This is an optimization exercise on Yosys and OpenROAD, whose aim is small area, a short achievable clock period and few clock cycles per item, not a production implementation.
Where RTL was checked, it was by simulation tests only, not by an equivalence proof against the original.
For run 3, only the layout was checked, not whether the RTL still works.
Power figures rest on the tool's default switching activity, not on a simulated workload.

[flow/config.mk]
export PLATFORM = sky130hd
export DESIGN_NAME = babe_cls
export DESIGN_NICKNAME = babe_cls
export VERILOG_FILES = /design/flow/design.v
export SDC_FILE = /design/flow/constraint.sdc
export NUM_CORES = 4
export LEC_CHECK = 0
export CAP_MARGIN = 20
export CORE_MARGIN = 2
export CORE_UTILIZATION = 50
export CTS_CLUSTER_DIAMETER = 100
export CTS_CLUSTER_SIZE = 25
export PLACE_DENSITY = 0.65
export SLEW_MARGIN = 20
[flow/flow/run.sh]
#!/bin/bash
set -euo pipefail
bash standard.sh "BUFFER_PORTS_ARGS=-buffer_cell sky130_fd_sc_hd__buf_1" \
    SETUP_SLACK_MARGIN=7.5 finish > std_flow.log 2>&1
[flow/standard.sh]
#!/bin/bash
# synth_recipe.tcl (not shown) runs the flow's synth.tcl, then flattens the netlist and writes it again
# the make line also repeats each setting of config.mk as NAME=value (left out here)
make -C /OpenROAD-flow-scripts/flow DESIGN_CONFIG=/design/flow/config.mk WORK_HOME=/design/flow/orfs CLKGATE_MAP_FILE= SYNTH_SCRIPT=/design/flow/synth_recipe.tcl "${@:-finish}"
[flow/design.v]
module babe_cls (
    input  wire        clk,
    input  wire        rst,
    input  wire        start,
    input  wire [7:0]  reg_w,        
    input  wire [7:0]  reg_h,        
    input  wire [15:0] maxgrad,
    output wire        busy,
    input  wire        pix_valid,
    input  wire [7:0]  pix_r,
    input  wire [7:0]  pix_g,
    input  wire [7:0]  pix_b,
    output wire        pix_ready,
    output reg  [1:0]  res_kind,     
    output reg  [7:0]  res_a1,
    output reg  [7:0]  res_a2,
    output reg  [2:0]  res_step,
    output wire [7:0]  avg_r,
    output wire [7:0]  avg_g,
    output wire [7:0]  avg_b
);
    reg        busy_r, rdy_r;
    reg        div;
    reg [2:0]  dcnt;
    reg [7:0]  wreg, hreg;
    reg [15:0] mg;
    reg [7:0]  col, row;
    reg        frst;          
    reg        v1, f1, ring1, last1;
    reg [7:0]  p1r, p1g, p1b;
    reg        v2, f2, ring2;
    reg [15:0] lx2, ly2;
    reg        v3, f3, ring3;
    reg [15:0] luma3;
    reg        lc3;           
    reg [15:0] rmin, rmax, imin, imax;
    reg        iempty;
    reg        edom;
    reg [23:0] sr, sg, sb;
    reg [15:0] npix;
    wire       take    = pix_valid & rdy_r;
    wire [7:0] wm1     = wreg - 8'd1;
    wire [7:0] hm1     = hreg - 8'd1;
    wire       col_end = (col == wm1);
    wire       row_end = (row == hm1);
    wire       on_ring = (col == 8'd0) || (row == 8'd0) || col_end || row_end;
    wire t1 = p1r[4] ^ p1r[2];
    wire t2 = p1r[4] & p1r[2];
    wire t3 = p1r[5] ^ p1r[3] ^ p1r[2];
    wire t4 = (p1r[5] & p1r[3]) | (p1r[5] & p1r[2]) | (p1r[3] & p1r[2]);
    wire t5 = p1r[6] ^ p1r[4] ^ p1r[3];
    wire t6 = (p1r[6] & p1r[4]) | (p1r[6] & p1r[3]) | (p1r[4] & p1r[3]);
    wire t7 = p1r[0] ^ p1g[5];
    wire t8 = p1r[0] & p1g[5];
    wire t9 = p1r[7] ^ p1r[5] ^ p1r[4];
    wire t10 = (p1r[7] & p1r[5]) | (p1r[7] & p1r[4]) | (p1r[5] & p1r[4]);
    wire t11 = p1r[1] ^ p1g[6] ^ p1g[5];
    wire t12 = (p1r[1] & p1g[6]) | (p1r[1] & p1g[5]) | (p1g[6] & p1g[5]);
    wire t13 = p1g[3] ^ p1g[0];
    wire t14 = p1g[3] & p1g[0];
    wire t15 = p1r[6] ^ p1r[5] ^ p1r[2];
    wire t16 = (p1r[6] & p1r[5]) | (p1r[6] & p1r[2]) | (p1r[5] & p1r[2]);
    wire t17 = p1g[7] ^ p1g[6] ^ p1g[4];
    wire t18 = (p1g[7] & p1g[6]) | (p1g[7] & p1g[4]) | (p1g[6] & p1g[4]);
    wire t19 = p1r[7] ^ p1r[6] ^ p1r[3];
    wire t20 = (p1r[7] & p1r[6]) | (p1r[7] & p1r[3]) | (p1r[6] & p1r[3]);
    wire t21 = p1r[3] ^ p1r[1] ^ p1r[0];
    wire t22 = (p1r[3] & p1r[1]) | (p1r[3] & p1r[0]) | (p1r[1] & p1r[0]);
    wire t23 = p1r[1] ^ p1g[3] ^ p1g[2];
    wire t24 = (p1r[1] & p1g[3]) | (p1r[1] & p1g[2]) | (p1g[3] & p1g[2]);
    wire t25 = p1g[0] ^ p1b[4] ^ p1b[2];
    wire t26 = (p1g[0] & p1b[4]) | (p1g[0] & p1b[2]) | (p1b[4] & p1b[2]);
    wire t27 = p1g[4] ^ p1g[3] ^ p1g[1];
    wire t28 = (p1g[4] & p1g[3]) | (p1g[4] & p1g[1]) | (p1g[3] & p1g[1]);
    wire t29 = p1b[5] ^ p1b[3] ^ p1b[2];
    wire t30 = (p1b[5] & p1b[3]) | (p1b[5] & p1b[2]) | (p1b[3] & p1b[2]);
    wire t31 = p1b[1] ^ t2;
    wire t32 = p1b[1] & t2;
    wire t33 = p1g[4] ^ p1g[2] ^ p1b[6];
    wire t34 = (p1g[4] & p1g[2]) | (p1g[4] & p1b[6]) | (p1g[2] & p1b[6]);
    wire t35 = p1b[4] ^ p1b[3] ^ p1b[2];
    wire t36 = (p1b[4] & p1b[3]) | (p1b[4] & p1b[2]) | (p1b[3] & p1b[2]);
    wire t37 = t4 ^ t5 ^ t7;
    wire t38 = (t4 & t5) | (t4 & t7) | (t5 & t7);
    wire t39 = p1b[7] ^ p1b[5] ^ p1b[4];
    wire t40 = (p1b[7] & p1b[5]) | (p1b[7] & p1b[4]) | (p1b[5] & p1b[4]);
    wire t41 = p1b[3] ^ t6 ^ t8;
    wire t42 = (p1b[3] & t6) | (p1b[3] & t8) | (t6 & t8);
    wire t43 = t9 ^ t11 ^ t13;
    wire t44 = (t9 & t11) | (t9 & t13) | (t11 & t13);
    wire t45 = p1g[1] ^ p1b[6] ^ p1b[5];
    wire t46 = (p1g[1] & p1b[6]) | (p1g[1] & p1b[5]) | (p1b[6] & p1b[5]);
    wire t47 = p1b[4] ^ t10 ^ t12;
    wire t48 = (p1b[4] & t10) | (p1b[4] & t12) | (t10 & t12);
    wire t49 = t14 ^ t15 ^ t17;
    wire t50 = (t14 & t15) | (t14 & t17) | (t15 & t17);
    wire t51 = p1g[7] ^ p1g[5] ^ p1g[2];
    wire t52 = (p1g[7] & p1g[5]) | (p1g[7] & p1g[2]) | (p1g[5] & p1g[2]);
    wire t53 = p1b[7] ^ p1b[6] ^ p1b[5];
    wire t54 = (p1b[7] & p1b[6]) | (p1b[7] & p1b[5]) | (p1b[6] & p1b[5]);
    wire t55 = t16 ^ t18 ^ t19;
    wire t56 = (t16 & t18) | (t16 & t19) | (t18 & t19);
    wire t57 = p1r[7] ^ p1r[4] ^ p1g[6];
    wire t58 = (p1r[7] & p1r[4]) | (p1r[7] & p1g[6]) | (p1r[4] & p1g[6]);
    wire t59 = p1g[3] ^ p1b[7] ^ p1b[6];
    wire t60 = (p1g[3] & p1b[7]) | (p1g[3] & p1b[6]) | (p1b[7] & p1b[6]);
    wire t61 = p1r[2] ^ p1r[0] ^ p1g[1];
    wire t62 = (p1r[2] & p1r[0]) | (p1r[2] & p1g[1]) | (p1r[0] & p1g[1]);
    wire t63 = p1g[2] ^ p1g[1] ^ p1b[3];
    wire t64 = (p1g[2] & p1g[1]) | (p1g[2] & p1b[3]) | (p1g[1] & p1b[3]);
    wire t65 = p1b[1] ^ p1b[0];
    wire t66 = p1b[1] & p1b[0];
    wire t67 = p1b[1] ^ p1b[0] ^ t1;
    wire t68 = (p1b[1] & p1b[0]) | (p1b[1] & t1) | (p1b[0] & t1);
    wire t69 = t22 ^ t23 ^ t25;
    wire t70 = (t22 & t23) | (t22 & t25) | (t23 & t25);
    wire t71 = t3 ^ t24 ^ t26;
    wire t72 = (t3 & t24) | (t3 & t26) | (t24 & t26);
    wire t73 = t27 ^ t29 ^ t31;
    wire t74 = (t27 & t29) | (t27 & t31) | (t29 & t31);
    wire t75 = t28 ^ t30 ^ t32;
    wire t76 = (t28 & t30) | (t28 & t32) | (t30 & t32);
    wire t77 = t33 ^ t35 ^ t37;
    wire t78 = (t33 & t35) | (t33 & t37) | (t35 & t37);
    wire t79 = t34 ^ t36 ^ t38;
    wire t80 = (t34 & t36) | (t34 & t38) | (t36 & t38);
    wire t81 = t39 ^ t41 ^ t43;
    wire t82 = (t39 & t41) | (t39 & t43) | (t41 & t43);
    wire t83 = t40 ^ t42 ^ t44;
    wire t84 = (t40 & t42) | (t40 & t44) | (t42 & t44);
    wire t85 = t45 ^ t47 ^ t49;
    wire t86 = (t45 & t47) | (t45 & t49) | (t47 & t49);
    wire t87 = t46 ^ t48 ^ t50;
    wire t88 = (t46 & t48) | (t46 & t50) | (t48 & t50);
    wire t89 = t51 ^ t53 ^ t55;
    wire t90 = (t51 & t53) | (t51 & t55) | (t53 & t55);
    wire t91 = t20 ^ t52 ^ t54;
    wire t92 = (t20 & t52) | (t20 & t54) | (t52 & t54);
    wire t93 = t56 ^ t57 ^ t59;
    wire t94 = (t56 & t57) | (t56 & t59) | (t57 & t59);
    wire t95 = p1r[5] ^ p1g[7] ^ p1g[4];
    wire t96 = (p1r[5] & p1g[7]) | (p1r[5] & p1g[4]) | (p1g[7] & p1g[4]);
    wire t97 = p1b[7] ^ t58 ^ t60;
    wire t98 = (p1b[7] & t58) | (p1b[7] & t60) | (t58 & t60);
    wire t99 = p1g[0] ^ p1b[2];
    wire t100 = p1g[0] & p1b[2];
    wire t101 = t21 ^ t62 ^ t63;
    wire t102 = (t21 & t62) | (t21 & t63) | (t62 & t63);
    wire t103 = t64 ^ t66 ^ t67;
    wire t104 = (t64 & t66) | (t64 & t67) | (t66 & t67);
    wire t105 = t68 ^ t70 ^ t71;
    wire t106 = (t68 & t70) | (t68 & t71) | (t70 & t71);
    wire t107 = t72 ^ t74 ^ t75;
    wire t108 = (t72 & t74) | (t72 & t75) | (t74 & t75);
    wire t109 = t76 ^ t78 ^ t79;
    wire t110 = (t76 & t78) | (t76 & t79) | (t78 & t79);
    wire t111 = t80 ^ t82 ^ t83;
    wire t112 = (t80 & t82) | (t80 & t83) | (t82 & t83);
    wire t113 = t84 ^ t86 ^ t87;
    wire t114 = (t84 & t86) | (t84 & t87) | (t86 & t87);
    wire t115 = t88 ^ t90 ^ t91;
    wire t116 = (t88 & t90) | (t88 & t91) | (t90 & t91);
    wire t117 = t92 ^ t94 ^ t95;
    wire t118 = (t92 & t94) | (t92 & t95) | (t94 & t95);
    wire t119 = p1r[6] ^ p1g[5] ^ t96;
    wire t120 = (p1r[6] & p1g[5]) | (p1r[6] & t96) | (p1g[5] & t96);
    wire t121 = p1r[1] ^ p1g[0];
    wire t122 = p1r[1] & p1g[0];
    wire t123 = p1b[0] ^ t61 ^ t99;
    wire t124 = (p1b[0] & t61) | (p1b[0] & t99) | (t61 & t99);
    wire t125 = t65 ^ t100 ^ t101;
    wire t126 = (t65 & t100) | (t65 & t101) | (t100 & t101);
    wire t127 = t69 ^ t102 ^ t103;
    wire t128 = (t69 & t102) | (t69 & t103) | (t102 & t103);
    wire t129 = t73 ^ t104 ^ t105;
    wire t130 = (t73 & t104) | (t73 & t105) | (t104 & t105);
    wire t131 = t77 ^ t106 ^ t107;
    wire t132 = (t77 & t106) | (t77 & t107) | (t106 & t107);
    wire t133 = t81 ^ t108 ^ t109;
    wire t134 = (t81 & t108) | (t81 & t109) | (t108 & t109);
    wire t135 = t85 ^ t110 ^ t111;
    wire t136 = (t85 & t110) | (t85 & t111) | (t110 & t111);
    wire t137 = t89 ^ t112 ^ t113;
    wire t138 = (t89 & t112) | (t89 & t113) | (t112 & t113);
    wire t139 = t93 ^ t114 ^ t115;
    wire t140 = (t93 & t114) | (t93 & t115) | (t114 & t115);
    wire t141 = t97 ^ t116 ^ t117;
    wire t142 = (t97 & t116) | (t97 & t117) | (t116 & t117);
    wire t143 = t98 ^ t118 ^ t119;
    wire t144 = (t98 & t118) | (t98 & t119) | (t118 & t119);
    wire t145 = p1r[7] ^ p1g[6] ^ t120;
    wire t146 = (p1r[7] & p1g[6]) | (p1r[7] & t120) | (p1g[6] & t120);
    wire [15:0] lsx = {1'b0, p1g[7], t144, t142, t140, t138, t136, t134, t132, t130, t128, t126, t124, t122, p1b[1], p1r[0]};
    wire [15:0] lsy = {1'b0, t146, t145, t143, t141, t139, t137, t135, t133, t131, t129, t127, t125, t123, t121, p1b[0]};
    wire [15:0] cmin = ring3 ? rmin : imin;
    wire [15:0] cmax = ring3 ? rmax : imax;
    wire lt = luma3 < cmin;
    wire gt = luma3 > cmax;
    function [23:0] dstep(input [23:0] s, input [15:0] n);
        reg [17:0] t;
        begin
            t = {1'b0, s[23:7]} - {2'b0, n};
            dstep = {t[17] ? s[22:7] : t[15:0], s[6:0], ~t[17]};
        end
    endfunction
    wire [18:0] eddiff = {3'b0, rmax} + {2'b0, imin, 1'b0} - {3'b0, rmin} - {2'b0, imax, 1'b0};
    wire        ei_pos = imax > imin;
    wire        e_zero = (rmax == rmin);
    wire        e_le   = gt | lc3;
    wire        ld_le  = div && dcnt == 3'd5;
    wire [16:0] lsum   = {1'b0, lx2} + {1'b0, ly2} + {16'd0, div && dcnt == 3'd6};
    reg         one, smallr, wge;
    wire [7:0]  xs     = wge ? wreg : hreg;    
    wire        leaf   = one | e_zero | (smallr & ~edom & e_le);
    always @(posedge clk) begin
        p1r   <= pix_r;
        p1g   <= pix_g;
        p1b   <= pix_b;
        f1    <= frst;
        ring1 <= on_ring;
        last1 <= col_end & row_end;
        lx2   <= ld_le ? rmin : lsx;
        ly2   <= ld_le ? mg   : lsy;
        f2    <= f1;
        ring2 <= ring1;
        f3    <= f2;
        ring3 <= ring2 | div;
        if (div && dcnt == 3'd2)      luma3 <= imin;
        else if (div && dcnt == 3'd3) luma3 <= imax;
        else                          luma3 <= lsum[15:0];
        lc3   <= lsum[16];
        one    <= (wreg == 8'd1) && (hreg == 8'd1);
        smallr <= (wreg <= 8'd4) && (hreg <= 8'd4);
        wge    <= (wreg >= hreg);
        if (!busy_r) begin
            wreg <= reg_w;
            hreg <= reg_h;
            mg   <= maxgrad;
        end
        if (!busy_r) begin
            col  <= 8'd0;
            row  <= 8'd0;
            frst <= 1'b1;
        end else if (take) begin
            frst <= 1'b0;
            if (col_end) begin
                col <= 8'd0;
                row <= row + 8'd1;
            end else begin
                col <= col + 8'd1;
            end
        end
        if (v1) begin
            sr   <= f1 ? {16'd0, p1r} : sr + {16'd0, p1r};
            sg   <= f1 ? {16'd0, p1g} : sg + {16'd0, p1g};
            sb   <= f1 ? {16'd0, p1b} : sb + {16'd0, p1b};
            npix <= f1 ? 16'd1 : npix + 16'd1;
        end else if (div) begin
            sr   <= dstep(sr, npix);
            sg   <= dstep(sg, npix);
            sb   <= dstep(sb, npix);
        end
        if (v3) begin
            if (ring3) begin
                if (lt || f3) rmin <= luma3;
                if (gt || f3) rmax <= luma3;
            end else begin
                if (lt || iempty) imin <= luma3;
                if (gt || iempty) imax <= luma3;
            end
        end
        if (v2 && f2)
            iempty <= 1'b1;
        else if (v3 && !ring3)
            iempty <= 1'b0;
        if (div && dcnt == 3'd2)
            edom <= ~iempty & ei_pos & ~eddiff[18];
        if (div && dcnt == 3'd7) begin
            res_kind <= leaf ? 2'd0 : (wge ? 2'd1 : 2'd2);
            res_step <= one ? 3'd1 : e_zero ? 3'd2 : leaf ? 3'd4 : 3'd5;
            res_a1   <= leaf ? 8'd0 : {1'b0, xs[7:1]};
            res_a2   <= leaf ? 8'd0 : {1'b0, xs[7:1]} + {7'd0, xs[0]};
        end
        if (rst) begin
            busy_r <= 1'b0;
            rdy_r  <= 1'b0;
            v1     <= 1'b0;
            v2     <= 1'b0;
            v3     <= 1'b0;
            div    <= 1'b0;
        end else begin
            v1 <= take;
            v2 <= v1;
            v3 <= v2 | (div & (dcnt == 3'd2 || dcnt == 3'd3) & ~iempty);
            if (start && !busy_r) begin
                busy_r <= 1'b1;
                rdy_r  <= 1'b1;
            end
            if (take && col_end && row_end)
                rdy_r <= 1'b0;
            if (v1 && last1) begin
                div  <= 1'b1;
                dcnt <= 3'd0;
            end
            if (div) begin
                dcnt <= dcnt + 3'd1;
                if (dcnt == 3'd7) begin
                    div    <= 1'b0;
                    busy_r <= 1'b0;
                end
            end
        end
    end
    assign busy      = busy_r;
    assign pix_ready = rdy_r;
    assign avg_r     = sr[7:0];
    assign avg_g     = sg[7:0];
    assign avg_b     = sb[7:0];
endmodule
[flow/constraint.sdc]
create_clock -name core_clock -period 11.0 [get_ports {clk}]
set_input_delay 2.2000 -clock core_clock [delete_from_list [all_inputs] [get_ports {clk}]]
set_output_delay 2.2000 -clock core_clock [all_outputs]
set_load 0.01 [all_outputs]
==> run summary, run 1 <==
outcome=timing/DRC/antenna clean; sw frac=32.2%; total number of vias=15.7k; setup violators final=0; floorplan die area=45,100 um2; fraction of synthesis flops using an asynchronous set or reset pin=0%; remaining global-route overflow=0; number of placed instances with taps included=2,723; routed len/inst=19.1 um; port buffer count=105; share of cells above drive strength 1=6.33%; cell row count=76; Slew @ Worst Pin=1070 ps; IO Pins=107; most common flop cell mapped by yosys=edfxtp_1; Clock Pin Slew Worst Setup and Hold Paths=100 ps; post-synth design cell area=21,700 um2; total number of cells along the worst setup path=1; Fin Setup TNS=0 ps; logic gate share of total power=29.7%; switching power total=1030 uW; core outline area=43,000 um2; Syn. warnings=1; cell area power density=138 nW/um2; largest net degree at the start of global routing=73; element type at the critical path start=register; Slew Viols, Final=0; most repeated cell in the gate-level netlist after synthesis=inv_1; clock period minus final worst setup slack=3460 ps; Power Total=3210 uW; placed standard-cell area=22,500 um2; number of cells on the worst reg-to-reg path=11; library cell occupying the most area in the post-synthesis netlist=edfxtp_1; Final Hold Violating Endpoints=0; Starting Density=50.5%; Die Span X=212 um; Flop pwr share=47.6%; top area cells in the synthesized netlist=edfxtp_1 (29%), ha_1 (11%), dfxtp_1 (9.9%); final worst-path cycle share=31.5%; WL final=52.9 mm; detailed-route DRC error count=0; achievable clock frequency=289 MHz; TritonCTS clock tree=yes; leading post-synthesis cells by instance count=inv_1 (219), edfxtp_1 (208), ha_1 (188), nor2_1 (167), a21oi_1 (113); register-to-register setup slack=7580 ps; element type at the critical path end=output pin; Buffers & Inverters on Critical Path=1; clock latency reported for the late side of the worst-skew pair=540 ps; final worst clock skew=29.5 ps; number of antenna diodes=0; Num CTS Buffers=17; vertical die dimension=212 um; initial antenna violation count=0; Critical Path Sink=avg_b[0]; sequential element share of the synthesized area=38.7%; maximum clock path buffer count=3; Clock H-tree levels=1; endpoint of the lowest-slack register-to-register path=sb[22]; Fillers=3,876; distinct cell type count of the synthesized netlist=73; layout overhead on the synthesized area=7.50%; max-cap check violation count=0; leakage power=0.00965 uW; clock network fraction of design power=22.8%; Post-Synthesis Net Count=2,454; relative slew slack=28.6%; cell chain of the critical path=buf_1; clock root buffer=clkbuf_16; Final ANT Viol Nets=0; number of iterations in the first detailed-routing pass=6; global-route wire length before repair=84.6 mm; count of state elements after synthesis=315; number of violations reported at the end of detailed-routing iteration 0=1,276; cell count after synthesis=2,103; share of the synthesized area in the top cell type=28.8%; post-layout utilization of the core=54.3%; number of nets in the layout=2,523; RSZ-0062 raised after global routing=yes; average size of a mapped cell=10.3 um2; launching element of the worst setup path=sb[0]; Peak VDD IR=0.111 mV; critical path class=register to output pin; Slowest-stage cell, CP=edfxtp_1; hpwl dp=39.6 mm; number of flops mapped to enable cells by yosys=208; crit-path max FO=3; path type of the worst min-delay path=register to register; routability cong.=0.902; internal power component=2180 uW; number of standard cells in the layout, taps in and fillers out=2,766; number of sinks on the clock net=315; cell type group with the largest total delay on the critical path=flip-flops; GRT Util Overall=23.8%; arrival time at the worst endpoint=1260 ps; critical path data required time=8800 ps; vias in the first global route=15.7k; cell area after layout=23,300 um2; Largest stage delay, worst path=540 ps; via count normalized by instance count=5.68; RR Startpoint=p1b[0]
[sequential cells by signal, indices dropped and copies added (netlist names), 16 cells and up]
register  cells
imax         16
sb           24
rmin         16
ly2          16
mg           16
sr           24
rmax         16
sg           24
npix         16
luma3        16
imin         16
lx2          16
[through the flow]
| stage | worst slack (ps) | hold slack (ps) |
|---|---|---|
| finish | 7540 | 350 |
| global route | 7360 | 352 |
| CTS | 7480 | 350 |
| detailed placement | 7090 | 326 |
| global placement | 7170 | 318 |
| floorplan | 7680 | 310 |
[power by group through the flow]
stage	logic, uW	registers (uW)	clock network, uW
4_1_cts	958	1530	750
3_3_place_gp	918	1550	0
5_1_grt	1100	1540	785
6_report	954	1530	731
2_1_floorplan	743	1490	0
3_5_place_dp	947	1550	0
[layout by cell type, fill, tap and decap left out, types with 13 or more instances in the layout]
cell type,count
nor2_1,164
clkbuf_16,17
ha_1,188
xor2_1,57
buf_1,105
xnor2_1,100
and3_1,27
nand4_1,26
mux2_2,38
mux2i_1,67
o22ai_1,35
o21a_1,28
buf_4,21
dfxtp_1,96
nor2b_1,37
edfxtp_1,208
a21o_1,31
or3_1,15
a31oi_1,15
nand2b_1,13
a21oi_1,112
inv_1,217
a211oi_1,17
nor3_1,45
fa_1,103
o21ai_0,74
nand2_1,94
nand3_1,53
[logic make-up after synthesis]
group	count (synthesis)	share of synthesized area, %
AO/OA/AOI/OAI	403	11.9
XOR/XNOR	157	6.34
adder cells (fa/ha/maj)	291	20.3
buffers and inverters	298	5.61
flip-flops	315	38.7
multiplexers	105	5.06
other	1	0.0173
AND/OR/NAND/NOR	533	12.1
[layout make-up]
type / count / area (um2) / area share [%]
well taps: 585 / 732 / 3.14
inverters: 219 / 826 / 3.54
flip-flops and latches: 315 / 8410 / 36.1
multi-input cells: 1490 / 12200 / 52.4
clock buffers: 24 / 492 / 2.11
clock inverters: 4 / 33.8 / 0.145
repair buffers: 129 / 612 / 2.62
[worst min-delay path by stage]
stage / from / slack (ps) / to / cells after the start
4_1_cts: ring1 / 350 / ring2 / 0
6_report: ring1 / 350 / ring2 / 0
3_3_place_gp: ring1 / 320 / ring2 / 0
5_1_grt: ring1 / 350 / ring2 / 0
3_5_place_dp: ring1 / 330 / ring2 / 0
2_1_floorplan: ring1 / 310 / ring2 / 0
[per-layer routing]
| metal | vias to the layer above | track usage (%) | wire length (um) |
|---|---|---|---|
| li1 | 7545 | - | - |
| met5 | - | 0 | 0 |
| met1 | 7771 | 33.1 | 24200 |
| met3 | 45 | 2.19 | 2350 |
| met4 | 0 | 4.68 | 844 |
| met2 | 357 | 40.7 | 25500 |
[what timing repair did]
item	in CTS	in global routing
setup buffers	9	6
endpoints found under the setup margin	98	73
hold buffers	0	0
resized for setup	13	15
hold endpoints to repair	0	0
pin swaps	4	5
Testbench counts, summed over its fixed seeds: cycles 80,123, regions 1,280.
==> inputs of run 2 (changes only) <==
==> flow/flow/run.sh (replaced) <==
#!/bin/bash
set -euo pipefail
bash standard.sh "BUFFER_PORTS_ARGS=-buffer_cell sky130_fd_sc_hd__buf_1" \
    SETUP_SLACK_MARGIN=7.6 finish > std_flow.log 2>&1
==> run 2 against run 1 <==
Fmax grew 0.18%. Synthesized area did not move. Largest cell class unchanged. Still clean on timing, DRC and antenna. First-iteration DRC count shrank 1.1%. Worst hold slack is essentially flat. Core utilization rose by 0.49 points. Worst setup slack gained 6.2 ps. Global-route usage grew 0.14 points.
==> run summary, run 2 <==
outcome=timing/DRC/antenna clean (unchanged); post-cts hold buffer count=0 (unchanged); Largest stage delay, worst path=530 ps (was 540 ps); share of cells above drive strength 1=8.04% (was 6.33%); post-synth design cell area=21,700 um2 (unchanged); global-route wire length before repair=85.1 mm (was 84.6 mm); distinct cell type count of the synthesized netlist=73 (unchanged); TritonCTS clock tree=yes (unchanged); Post-Synthesis Net Count=2,454 (unchanged); routability cong.=0.902 (unchanged); number of violations reported at the end of detailed-routing iteration 0=1,262 (was 1,276); count of state elements after synthesis=315 (unchanged); Clock Pin Slew Worst Setup and Hold Paths=100 ps (about the same); crit-path max FO=3 (unchanged); IO Pins=107 (unchanged); sequential element share of the synthesized area=38.7% (unchanged); Final ANT Viol Nets=0 (unchanged); Syn. warnings=1 (unchanged); Slew @ Worst Pin=1050 ps (was 1070 ps); cell count after synthesis=2,103 (unchanged); sw frac=32.2% (about the same); initial antenna violation count=0 (unchanged); clock root buffer=clkbuf_16 (unchanged); path type of the worst min-delay path=register to register (unchanged); final worst-path cycle share=31.4% (was 31.5%); routed len/inst=19.1 um (about the same); cell type group with the largest total delay on the critical path=flip-flops (unchanged); internal power component=2180 uW (about the same); Starting Density=50.5% (unchanged); number of antenna diodes=0 (unchanged); Fillers=3,871 (was 3,876); element type at the critical path start=register (unchanged); cell area power density=137 nW/um2 (was 138 nW/um2); hold path endpoint=ring2 (unchanged); maximum clock path buffer count=3 (unchanged); leading post-synthesis cells by instance count=inv_1 (219), edfxtp_1 (208), ha_1 (188), nor2_1 (167), a21oi_1 (113) (unchanged); clock latency reported for the late side of the worst-skew pair=550 ps (was 540 ps); switching power total=1040 uW (was 1030 uW); Final Worst Setup Slack=7540 ps (about the same); relative slew slack=30.1% (was 28.6%); most common flop cell mapped by yosys=edfxtp_1 (unchanged); share of the synthesized area in the top cell type=28.8% (unchanged); element type at the critical path end=output pin (unchanged); endpoint of the lowest-slack register-to-register path=sb[22] (unchanged); number of nets in the layout=2,543 (was 2,523); Flop pwr share=47.4% (was 47.6%); RSZ-0062 raised after global routing=yes (unchanged); cell row count=76 (unchanged); core outline area=43,000 um2 (unchanged); number of iterations in the first detailed-routing pass=6 (unchanged); vertical die dimension=212 um (unchanged); origin of the worst min-delay path=ring1 (unchanged); Clock H-tree levels=1 (unchanged); library cell occupying the most area in the post-synthesis netlist=edfxtp_1 (unchanged); GRT Util Overall=23.9% (was 23.8%); clock network fraction of design power=22.7% (was 22.8%); leakage power=0.00976 uW (was 0.00965 uW); WL final=53.3 mm (was 52.9 mm); final worst clock skew=32.6 ps (was 29.5 ps); via count normalized by instance count=5.67 (was 5.68); top area cells in the synthesized netlist=edfxtp_1 (29%), ha_1 (11%), dfxtp_1 (9.9%) (unchanged); Final Hold Violating Endpoints=0 (unchanged); achievable clock frequency=289 MHz (about the same); number of cells on the worst reg-to-reg path=11 (unchanged); most repeated cell in the gate-level netlist after synthesis=inv_1 (unchanged); average size of a mapped cell=10.3 um2 (unchanged); critical path data required time=8800 ps (about the same); critical path class=register to output pin (unchanged); layout overhead on the synthesized area=8.47% (was 7.50%); remaining global-route overflow=0 (unchanged); Fin Setup TNS=0 ps (unchanged); clock period minus final worst setup slack=3460 ps (about the same); fraction of synthesis flops using an asynchronous set or reset pin=0% (unchanged); Buffers & Inverters on Critical Path=1 (unchanged); RR Startpoint=p1b[0] (unchanged); Slew Viols, Final=0 (unchanged); Slowest-stage cell, CP=edfxtp_1 (unchanged); arrival time at the worst endpoint=1260 ps (about the same); detailed-route DRC error count=0 (unchanged); largest net degree at the start of global routing=73 (unchanged); worst setup slack after placement=7090 ps (unchanged); number of sinks on the clock net=315 (unchanged); depth of the worst hold-timing path=0 (unchanged); floorplan die area=45,100 um2 (unchanged); hpwl dp=39.6 mm (unchanged); biggest regs=sb: 24 flops, sg: 24 flops, sr: 24 flops (unchanged); vias in the first global route=15.8k (was 15.7k); commonest cells after routing, fill and taps aside=inv_1 (214), edfxtp_1 (208), ha_1 (188), nor2_1 (164), a21oi_1 (112) (was inv_1 (217), edfxtp_1 (208), ha_1 (188), nor2_1 (164), a21oi_1 (112)); setup violators final=0 (unchanged); Num CTS Buffers=17 (unchanged); total number of vias=15.8k (was 15.7k); cell chain of the critical path=clkbuf_2 (was buf_1); Die Span X=212 um (unchanged); logic gate share of total power=29.9% (was 29.7%); Peak VDD IR=0.112 mV (was 0.111 mV); port buffer count=105 (unchanged); most common cell after layout, fill and taps aside=inv_1 (unchanged); max-cap check violation count=0 (unchanged); register-to-register setup slack=7690 ps (was 7580 ps); number of flops mapped to enable cells by yosys=208 (unchanged)
-- run 2: kinds of logic (layout without fill, tap and decap cells) --
family | after synthesis | count (layout) | share of synthesized area, %
AO/OA/AOI/OAI | 403 | 403 | 11.9
adder cells (fa/ha/maj) | 291 | 291 | 20.3
flip-flops | 315 | 315 | 38.7
other | 1 | 1 | 0.0173
buffers and inverters | 298 | 396 | 5.61
multiplexers | 105 | 105 | 5.06
XOR/XNOR | 157 | 157 | 6.34
AND/OR/NAND/NOR | 533 | 533 | 12.1
-- run 2: metrics by stage --
step	std cells	util, %	power, uW	hold slack [ps]	cell area (um2)
global placement	2723	52.5	2470	318	22500
CTS	2773	54.3	3240	350	23300
detailed placement	2723	52.5	2500	326	22500
finish	2786	54.7	3220	350	23500
floorplan	2103	-	2240	310	21700
global route	2786	54.7	3430	352	23500
-- run 2: timing repair --
item	in CTS	in global routing
resized for setup	23	30
buffers inserted	22	13
pin swaps	8	4
endpoints found under the setup margin	122	77
-- run 2: power by group through the flow --
stage / sequential, uW / combinational [uW] / clock (uW)
2_1_floorplan: 1490 / 743 / 0
3_3_place_gp: 1550 / 918 / 0
3_5_place_dp: 1550 / 947 / 0
4_1_cts: 1530 / 960 / 750
5_1_grt: 1540 / 1110 / 786
6_report: 1530 / 962 / 732
-- run 2: per-layer routing --
layer | GRT usage (%) | share of wire, %
met1 | 33.3 | 46
met2 | 40.7 | 48
met3 | 2.35 | 4.8
met4 | 4.99 | 1.6
met5 | 0 | 0
-- run 2: worst max-delay path by stage --
| stage | from | end | slack [ps] | cells after the start |
|---|---|---|---|---|
| after floorplan | ring3 | res_a1[2] | 7680 | 10 |
| after global placement | npix[1] | sb[22] | 7170 | 10 |
| after detailed placement | npix[1] | sb[22] | 7090 | 10 |
| after CTS | p1b[0] | sb[22] | 7480 | 11 |
| after global routing | p1b[0] | sb[22] | 7490 | 11 |
| final | sb[0] | avg_b[0] | 7540 | 1 |
-- run 2: layout make-up --
class | count | area (um2) | share of cell area (%)
timing repair buffer | 149 | 774 | 3.29
clock inverter | 4 | 33.8 | 0.144
inverter | 219 | 822 | 3.49
clock buffer | 24 | 492 | 2.09
multi-input combinational | 1490 | 12200 | 52.1
sequential | 315 | 8430 | 35.8
tap | 585 | 732 | 3.11
==> inputs of run 3 (changes only) <==
--- a/flow/design.v
+++ b/flow/design.v
@@ -26,19 +26,19 @@
     reg [15:0] mg;
     reg [7:0]  col, row;
     reg        frst;          
-    reg        v1, f1, ring1, last1;
+    reg        v1, f1, ring1;
     reg [7:0]  p1r, p1g, p1b;
     reg        v2, f2, ring2;
     reg [15:0] lx2, ly2;
     reg        v3, f3, ring3;
     reg [15:0] luma3;
-    reg        lc3;           
     reg [15:0] rmin, rmax, imin, imax;
     reg        iempty;
     reg        edom;
     reg [23:0] sr, sg, sb;
     reg [15:0] npix;
     wire       take    = pix_valid & rdy_r;
+    wire       inject  = div && (dcnt == 3'd3 || dcnt == 3'd4);
     wire [7:0] wm1     = wreg - 8'd1;
     wire [7:0] hm1     = hreg - 8'd1;
     wire       col_end = (col == wm1);
@@ -206,9 +206,8 @@
     wire [18:0] eddiff = {3'b0, rmax} + {2'b0, imin, 1'b0} - {3'b0, rmin} - {2'b0, imax, 1'b0};
     wire        ei_pos = imax > imin;
     wire        e_zero = (rmax == rmin);
-    wire        e_le   = gt | lc3;
-    wire        ld_le  = div && dcnt == 3'd5;
-    wire [16:0] lsum   = {1'b0, lx2} + {1'b0, ly2} + {16'd0, div && dcnt == 3'd6};
+    wire [16:0] lediff = {1'b0, rmin} + {1'b0, mg} - {1'b0, rmax};
+    wire        e_le   = ~lediff[16];
     reg         one, smallr, wge;
     wire [7:0]  xs     = wge ? wreg : hreg;    
     wire        leaf   = one | e_zero | (smallr & ~edom & e_le);
@@ -218,17 +217,14 @@
         p1b   <= pix_b;
         f1    <= frst;
         ring1 <= on_ring;
-        last1 <= col_end & row_end;
-        lx2   <= ld_le ? rmin : lsx;
-        ly2   <= ld_le ? mg   : lsy;
+        lx2   <= lsx;
+        ly2   <= lsy;
         f2    <= f1;
         ring2 <= ring1;
         f3    <= f2;
-        ring3 <= ring2 | div;
-        if (div && dcnt == 3'd2)      luma3 <= imin;
-        else if (div && dcnt == 3'd3) luma3 <= imax;
-        else                          luma3 <= lsum[15:0];
-        lc3   <= lsum[16];
+        ring3 <= ring2 | inject;
+        if (inject)                   luma3 <= dcnt[0] ? imin : imax;
+        else                          luma3 <= lx2 + ly2;
         one    <= (wreg == 8'd1) && (hreg == 8'd1);
         smallr <= (wreg <= 8'd4) && (hreg <= 8'd4);
         wge    <= (wreg >= hreg);
@@ -250,11 +246,11 @@
                 col <= col + 8'd1;
             end
         end
-        if (v1) begin
-            sr   <= f1 ? {16'd0, p1r} : sr + {16'd0, p1r};
-            sg   <= f1 ? {16'd0, p1g} : sg + {16'd0, p1g};
-            sb   <= f1 ? {16'd0, p1b} : sb + {16'd0, p1b};
-            npix <= f1 ? 16'd1 : npix + 16'd1;
+        if (take) begin
+            sr   <= frst ? {16'd0, pix_r} : sr + {16'd0, pix_r};
+            sg   <= frst ? {16'd0, pix_g} : sg + {16'd0, pix_g};
+            sb   <= frst ? {16'd0, pix_b} : sb + {16'd0, pix_b};
+            npix <= frst ? 16'd1 : npix + 16'd1;
         end else if (div) begin
             sr   <= dstep(sr, npix);
             sg   <= dstep(sg, npix);
@@ -273,7 +269,7 @@
             iempty <= 1'b1;
         else if (v3 && !ring3)
             iempty <= 1'b0;
-        if (div && dcnt == 3'd2)
+        if (div && dcnt == 3'd3)
             edom <= ~iempty & ei_pos & ~eddiff[18];
         if (div && dcnt == 3'd7) begin
             res_kind <= leaf ? 2'd0 : (wge ? 2'd1 : 2'd2);
@@ -291,16 +287,15 @@
         end else begin
             v1 <= take;
             v2 <= v1;
-            v3 <= v2 | (div & (dcnt == 3'd2 || dcnt == 3'd3) & ~iempty);
+            v3 <= v2 | (inject & ~iempty);
             if (start && !busy_r) begin
                 busy_r <= 1'b1;
                 rdy_r  <= 1'b1;
             end
-            if (take && col_end && row_end)
+            if (take && col_end && row_end) begin
                 rdy_r <= 1'b0;
-            if (v1 && last1) begin
-                div  <= 1'b1;
-                dcnt <= 3'd0;
+                div   <= 1'b1;
+                dcnt  <= 3'd0;
             end
             if (div) begin
                 dcnt <= dcnt + 3'd1;
==> flow/flow/run.sh (replaced) <==
#!/bin/bash
set -euo pipefail
bash standard.sh "BUFFER_PORTS_ARGS=-buffer_cell sky130_fd_sc_hd__buf_2" \
    SETUP_SLACK_MARGIN=7.5 finish > std_flow.log 2>&1
--- a/flow/config.mk
+++ b/flow/config.mk
@@ -7,8 +7,8 @@
 export LEC_CHECK = 0
 export CAP_MARGIN = 20
 export CORE_MARGIN = 2
-export CORE_UTILIZATION = 50
+export CORE_UTILIZATION = 40
 export CTS_CLUSTER_DIAMETER = 100
-export CTS_CLUSTER_SIZE = 25
-export PLACE_DENSITY = 0.65
+export CTS_CLUSTER_SIZE = 40
+export PLACE_DENSITY = 0.6
 export SLEW_MARGIN = 20
==> run 3 against run 2 <==
Wire length fell by 0.54%. Clock power rose by 16%. Register-to-register slack worse by 130 ps. Synthesized cell count is 1.6% higher. Flip-flop and latch count is 4 lower. Power up 4.9%. Combinational power increased by 5%. Via count about the same. Critical path type is now primary input to register. Largest cell class unchanged. Largest power group unchanged.
==> run summary, run 3 <==
detailed-route DRC error count=0 (unchanged); register-to-register setup slack=7560 ps (was 7690 ps); launching element of the worst setup path=pix_r[1] (was sb[0]); worst hold slack after final layout=349 ps (was 350 ps); max-cap check violation count=0 (unchanged); setup violators final=0 (unchanged); Slowest-stage cell, CP=a2111o_1 (was edfxtp_1); biggest regs=sb: 24 flops, sg: 24 flops, sr: 24 flops (unchanged); Clock Pin Slew Worst Setup and Hold Paths=110 ps (was 100 ps); crit-path max FO=4 (was 3); sequential element share of the synthesized area=37.8% (was 38.7%); floorplan die area=56,900 um2 (was 45,100 um2); critical path class=primary input to register (was register to output pin); Slew @ Worst Pin=1000 ps (was 1050 ps); achievable clock frequency=264 MHz (was 289 MHz); library cell occupying the most area in the post-synthesis netlist=edfxtp_1 (unchanged); endpoint of the lowest-slack register-to-register path=sr[22] (was sb[22]); most common cell after layout, fill and taps aside=inv_1 (unchanged); total number of vias=15.8k (about the same); most common flop cell mapped by yosys=edfxtp_1 (unchanged); number of violations reported at the end of detailed-routing iteration 0=882 (was 1,262); share of the synthesized area in the top cell type=28.4% (was 28.8%); Final ANT Viol Nets=0 (unchanged); cell area power density=135 nW/um2 (was 137 nW/um2); path type of the worst min-delay path=register to register (unchanged); most repeated cell in the gate-level netlist after synthesis=inv_1 (unchanged); Post-Synthesis Net Count=2,515 (was 2,454); Fin Setup TNS=0 ps (unchanged); global-route wire length before repair=83.4 mm (was 85.1 mm); Critical Path Sink=sr[13] (was avg_b[0]); number of nets in the layout=2,633 (was 2,543); RSZ-0062 raised after global routing=yes (unchanged); cell area after layout=25,100 um2 (was 23,500 um2); top area cells in the synthesized netlist=edfxtp_1 (28%), ha_1 (11%), fa_1 (11%) (was edfxtp_1 (29%), ha_1 (11%), dfxtp_1 (9.9%)); Syn. warnings=1 (unchanged); Clock H-tree levels=1 (unchanged); Die Span X=239 um (was 212 um); maximum clock path buffer count=3 (unchanged); Num CTS Buffers=19 (was 17); cell row count=85 (was 76); post-cts hold buffer count=0 (unchanged); final worst-path cycle share=34.5% (was 31.4%); vertical die dimension=239 um (was 212 um); most prevalent standard cell on the critical path=a21o_1; placed standard-cell area=23,400 um2 (was 22,500 um2); initial antenna violation count=2 (was 0); commonest cells after routing, fill and taps aside=inv_1 (251), edfxtp_1 (208), ha_1 (188), nor2_1 (140), fa_1 (114) (was inv_1 (214), edfxtp_1 (208), ha_1 (188), nor2_1 (164), a21oi_1 (112)); Starting Density=40.6% (was 50.5%); cell type group with the largest total delay on the critical path=compound AO/OA/AOI/OAI gates (was flip-flops); via count normalized by instance count=5.33 (was 5.67); core outline area=54,100 um2 (was 43,000 um2); count of state elements after synthesis=311 (was 315); clock period minus final worst setup slack=3790 ps (was 3460 ps); hpwl dp=39.5 mm (was 39.6 mm); clock latency reported for the late side of the worst-skew pair=560 ps (was 550 ps); element type at the critical path start=primary input (was register); Largest stage delay, worst path=400 ps (was 530 ps); final worst clock skew=34.5 ps (was 32.6 ps); element type at the critical path end=register (was output pin); Slew Viols, Final=0 (unchanged); number of iterations in the first detailed-routing pass=7 (was 6); Final Hold Violating Endpoints=0 (unchanged); WL final=53.0 mm (was 53.3 mm); port buffer count=105 (unchanged); area of the multi-input gates=13,000 um2 (was 12,200 um2); fraction of synthesis flops using an asynchronous set or reset pin=0% (unchanged); number of cells on the worst reg-to-reg path=10 (was 11); sequential cell area=8310 um2 (was 8430 um2); vias in the first global route=15.6k (was 15.8k); leakage power=0.0106 uW (was 0.00976 uW); distinct cell type count of the synthesized netlist=69 (was 73); average size of a mapped cell=10.3 um2 (about the same); routability cong.=0.849 (was 0.902); outcome=timing/DRC/antenna clean (unchanged); IO Pins=107 (unchanged); clock root buffer=clkbuf_16 (unchanged); TritonCTS clock tree=yes (unchanged); total number of cells along the worst setup path=9 (was 1); relative slew slack=33.1% (was 30.1%); RR Startpoint=npix[2] (was p1b[0]); Buffers & Inverters on Critical Path=1 (unchanged); post-synth design cell area=22,000 um2 (was 21,700 um2); largest net degree at the start of global routing=78 (was 73); share of cells above drive strength 1=14.5% (was 8.04%); GRT Util Overall=18.4% (was 23.9%); layout overhead on the synthesized area=14.1% (was 8.47%); cell count after synthesis=2,136 (was 2,103); remaining global-route overflow=0 (unchanged); critical path data required time=11,310 ps (was 8800 ps); number of flops mapped to enable cells by yosys=208 (unchanged); Fillers=5,004 (was 3,871); routed len/inst=17.9 um (was 19.1 um); number of sinks on the clock net=311 (was 315); arrival time at the worst endpoint=4110 ps (was 1260 ps); leading post-synthesis cells by instance count=inv_1 (257), edfxtp_1 (208), ha_1 (202), nor2_1 (155), fa_1 (117) (was inv_1 (219), edfxtp_1 (208), ha_1 (188), nor2_1 (167), a21oi_1 (113)); Peak VDD IR=0.101 mV (was 0.112 mV); cell chain of the critical path=buf_8 > ha_4 > a21o_1 > a21o_1 > a2111o_1 > a41o_4 > and2_4 > a22o_1 > a211o_1 (was clkbuf_2)
## run 3: how the worst min path moves through the flow
| stage | startpoint | end | cells after the start |
|---|---|---|---|
| floorplan | f1 | f2 | 0 |
| global placement | f1 | f2 | 0 |
| detailed placement | f1 | f2 | 0 |
| CTS | f1 | f2 | 0 |
| global route | f1 | f2 | 0 |
| finish | f1 | f2 | 0 |
## run 3: final cells by class
class	instances	area share, %
inverter	257	3.85
multi-input combinational	1493	51.8
antenna	2	0.0199
clock buffer	20	1.99
sequential	311	33.1
timing repair buffer	172	4.92
tap	696	3.47
clock inverter	13	0.837
## run 3: cells by family after synthesis
group | Yosys count | share of synthesized area [%]
simple gates | 521 | 11.6
compound gates | 400 | 11.8
buf+inv | 333 | 6.20
fa+ha+maj | 319 | 22.1
flops | 311 | 37.8
xor+xnor | 167 | 6.65
mux | 84 | 3.85
other cells | 1 | 0.0170
## run 3: power breakdown
part | switching, uW | total, uW | internal (uW)
Combinational | 543 | 1010 | 469
Sequential | 111 | 1520 | 1400
Clock | 480 | 850 | 370
Total | 1130 | 3380 | 2240
## run 3: layer usage
| metal | vias up | global-route usage (%) | routed length (um) |
|---|---|---|---|
| met5 | - | 0 | 0 |
| li1 | 7708 | - | - |
| met2 | 242 | 32.3 | 26400 |
| met3 | 71 | 1.96 | 1780 |
| met4 | 0 | 5.70 | 1380 |
| met1 | 7791 | 23.9 | 23400 |
## run 3: stage by stage
stage	util [%]	setup slack (ps)	total power, uW	std cells
final	46.4	7210	3380	2964
after global routing	46.4	7170	3620	2964
after CTS	45.7	7230	3410	2939
after detailed placement	43.2	6440	2520	2871
after global placement	43.2	6500	2490	2871
after floorplan	-	6830	2270	2136
## run 3: worst reg2reg max path: cells and delay by family (launching register included)
kind / cells / cell delay (ps)
AOI/OAI and AO/OA: 5 / 1680
xor gates and xnor gates: 1 / 180
adders and majority gates: 1 / 310
buffers and inverters: 1 / 200
DFF: 1 / 520
muxes: 1 / 140
and+or+nand+nor: 1 / 160
## run 3: timing repair
item / 4_1_cts / 5_1_grt
gates resized for setup: 80 / 43
buffers inserted: 34 / 23
gates cloned: 1 / 0
pin swaps: 52 / 40
endpoints found under the setup margin: 194 / 139

==> port drivers added, routing unchanged <==
How much do the figures lean on ideal ports? The routed layouts below were timed once more, with nothing changed but the port constraints. Step 1, drivers: a clkbuf_16 drives clk and a buf_2 each remaining input, both assumed. Step 2 also shifts input and output timing later by t, the mid clock arrival at the registers, as if the neighbouring blocks saw the same clock. a / b / c = ideal ports / drivers / drivers and shift; a / b = the first two.
run	shift t [ns]	setup slack, ns	worst setup path after step 2	slew at the worst register clock pin (ns)
run 1	0.581	7.539 / 7.485 / 7.582	register to register	0.10 / 0.10
run 2	0.583	7.545 / 7.491 / 7.591	input to register	0.10 / 0.10
run 3	0.599	7.208 / 7.211 / 6.612	input to register	0.12 / 0.12
After both steps setup and hold are still met in every run listed. The setup slack of run 3, which loses most, moves by +0.003 ns with the drivers and by -0.596 ns with both steps.
